This design comes from an exercise in tuning for small area, a short achievable clock period and few clock cycles on the open sky130 flow, not from production work. Only simulation tests tie the RTL to the original design; equivalence was not proved. No activity file was given, so power comes from the tool's default toggle rates.

## exp/sierra
Design gsm7_codec, start of the top module:
module gsm7_codec (
    input  wire        clk,
    input  wire        rst,
    input  wire        cmd_valid,
    output wire        cmd_ready,
    input  wire        cmd_dec,       
    input  wire [2:0]  cmd_pad,       
    input  wire [8:0]  cmd_len,       
    input  wire        in_valid,
    output wire        in_ready,
    input  wire [15:0] in_data,
    output reg         out_valid,
    output wire [15:0] out_data,
    output reg         done,
    output wire        done_err,
    output wire [8:0]  done_pos,
    output wire        done_escp
);
export LEC_CHECK = 0
export ABC_CLOCK_PERIOD_IN_PS = 3000
export CAP_MARGIN = 20
export CORE_MARGIN = 5
export CORE_UTILIZATION = 25
export SETUP_SLACK_MARGIN = 5
export SLEW_MARGIN = 20
create_clock -name core_clock -period 8.0 [get_ports {clk}]
run.sh (not shown) runs the stock make flow with config.mk's settings and CLKGATE_MAP_FILE= SYNTH_SCRIPT=/design/flow/synth_recipe.tcl, a recipe that flattens the netlist after the stock synthesis.
Testbench counts of exp/sierra, summed over its fixed seeds: cycles 16,021.
The following lists how exp/maple was set up differently from exp/sierra:
Settings: changing CORE_UTILIZATION from 25 to 50.
[summary]
- exp/maple vs exp/sierra, library cell contributing the largest single delay on the critical path: sky130_fd_sc_hd__clkdlybuf4s50_1 vs sky130_fd_sc_hd__or4b_4
- exp/maple: area of the die 47% below exp/sierra
- The layout overhead on the synthesized area number comes out lower for exp/maple vs exp/sierra.
- exp/maple vs exp/sierra, slew of the pin with the lowest slew margin went down by 120 ps.
- Wire length in exp/maple is 940 um lower than in exp/sierra
- Higher clock share of power was reported by exp/sierra, not exp/maple.
- Against exp/sierra as the reference, exp/maple delivers a lower fraction of the cycle the final worst path needs.
- exp/maple reports its launching instance or port of the critical path as esc while exp/sierra reports w[3].
- Between exp/sierra and exp/maple, the total number of clock tree sinks does not differ in any meaningful way.

Another version of the RTL of gsm7_codec (not shown whole).
For scale: roughly 950 cells after synthesis, roughly 64 I/O pins, roughly 6000 um2 of cells after synthesis.
Settings: LEC_CHECK=0, ABC_AREA=1, CAP_MARGIN=20, CORE_MARGIN=5, CORE_UTILIZATION=25, CTS_BUF_LIST=sky130_fd_sc_hd__clkbuf_4 sky130_fd_sc_hd__clkbuf_8, CTS_CLUSTER_SIZE=30, SETUP_SLACK_MARGIN=5, SLEW_MARGIN=20; clock period 8.0 ns.
standard.sh (not shown) runs the stock make flow with config.mk's settings and CLKGATE_MAP_FILE= SYNTH_SCRIPT=/design/flow/synth_recipe.tcl, a recipe that flattens the netlist after the stock synthesis.
==> flow/flow/run.sh <==
#!/bin/bash
# Own flow: the standard flow, with the port buffers made from the
# smallest buffer cell instead of the default choice.
set -euo pipefail
# the standard synthesis, unchanged
bash standard.sh synth > synth.log 2>&1
# the rest of the standard flow
bash standard.sh 'BUFFER_PORTS_ARGS=-buffer_cell sky130_fd_sc_hd__buf_1' finish > layout.log 2>&1
Testbench counts at the start, summed over its fixed seeds: cycles 15,854.
Edit:
--- a/flow/config.mk
+++ b/flow/config.mk
@@ -7,4 +7,4 @@
 export LEC_CHECK = 0
-export ABC_AREA = 1
-export CAP_MARGIN = 20
+export ABC_CLOCK_PERIOD_IN_PS = 3000
+export CAP_MARGIN = 0
 export CORE_MARGIN = 5
@@ -14,2 +14,2 @@
 export SETUP_SLACK_MARGIN = 5
-export SLEW_MARGIN = 20
+export SLEW_MARGIN = 0
Effect:
- via count drops by 6.8%
- non-clock buffer count rose by 12
- register-to-register slack loses 0.15 ns
- sequential share of layout area went down by 0.96 points
- cell area rises by 4.3%
- sequential cell count stays the same
Edit:
--- a/flow/config.mk
+++ b/flow/config.mk
@@ -8,8 +8,9 @@
 export ABC_CLOCK_PERIOD_IN_PS = 3000
-export CAP_MARGIN = 0
+export CAP_MARGIN = 20
 export CORE_MARGIN = 5
-export CORE_UTILIZATION = 25
+export CORE_UTILIZATION = 45
 export CTS_BUF_LIST = sky130_fd_sc_hd__clkbuf_4 sky130_fd_sc_hd__clkbuf_8
 export CTS_CLUSTER_SIZE = 30
+export PLACE_DENSITY = 0.7
 export SETUP_SLACK_MARGIN = 5
-export SLEW_MARGIN = 0
+export SLEW_MARGIN = 20
Clock power rose by about 5%.
Sequential power stays flat.
Register-to-register slack improves by 0.02 ns.
Edit:
--- a/flow/config.mk
+++ b/flow/config.mk
@@ -10,6 +10,6 @@
 export CORE_MARGIN = 5
-export CORE_UTILIZATION = 45
+export CORE_UTILIZATION = 25
 export CTS_BUF_LIST = sky130_fd_sc_hd__clkbuf_4 sky130_fd_sc_hd__clkbuf_8
-export CTS_CLUSTER_SIZE = 30
-export PLACE_DENSITY = 0.7
+export CTS_CLUSTER_DIAMETER = 200
+export CTS_CLUSTER_SIZE = 60
 export SETUP_SLACK_MARGIN = 5
After rerunning: The new run completed without violations; cell area goes up by a few percent; area after synthesis is unchanged; setup slack is worse by 0.019 ns; first-iteration DRC count goes down by a quarter to a third.
Edit:
--- a/flow/config.mk
+++ b/flow/config.mk
@@ -7,3 +7,4 @@
 export LEC_CHECK = 0
-export ABC_CLOCK_PERIOD_IN_PS = 3000
+export ABC_AREA = 1
+export ABC_CLOCK_PERIOD_IN_PS = 2500
 export CAP_MARGIN = 20
@@ -12,4 +13,3 @@
 export CTS_BUF_LIST = sky130_fd_sc_hd__clkbuf_4 sky130_fd_sc_hd__clkbuf_8
-export CTS_CLUSTER_DIAMETER = 200
-export CTS_CLUSTER_SIZE = 60
+export CTS_CLUSTER_SIZE = 30
 export SETUP_SLACK_MARGIN = 5
Total power grows by 4.0%.
Final area came out lower by 4.1%.
Worst setup slack gets better by 0.15 ns.
Non-clock buffer count is lower by 12.

-- afterwards: timing with drivers on the ports --
The flow's constraints put no driver on any port. The routed layouts listed below were extracted and timed again, unchanged, in two steps. Step 1: set_driving_cell puts a clkbuf_16 on clk and a buf_2 on each other input, an assumption about the parent block. Step 2 adds t to the input delays and takes it off the output delays; t is the mean of the earliest and latest rising clock arrival at the registers after step 1. Input paths then give back, and output paths get back, about the clock's delay inside the block. a / b / c = no drivers / after step 1 / after step 2; a / b = the first two.
run	shift t [ns]	setup WS [ns]	worst hold slack (ns)	pins driven straight from the clock port
exp/sierra	0.381	4.978 / 4.978 / 4.636	0.500 / 0.500 / 0.500	1
exp/maple	0.372	5.026 / 4.986 / 4.710	0.493 / 0.493 / 0.493	1
the first run of note 2	0.403	5.165 / 5.165 / 4.835	0.492 / 0.492 / 0.492	1
the second run of note 2	0.412	5.010 / 5.010 / 4.858	0.493 / 0.493 / 0.493	1
the third run of note 2	0.406	5.030 / 5.030 / 4.879	0.504 / 0.504 / 0.504	1
the fourth run of note 2	0.412	5.010 / 5.010 / 4.858	0.493 / 0.493 / 0.493	1
the fifth run of note 2	0.403	5.165 / 5.165 / 4.835	0.492 / 0.492 / 0.492	1
After both steps every run listed still meets setup and hold. For exp/sierra, which loses most, drivers alone change the setup slack by 0.000 ns; drivers and shift together by -0.342 ns.
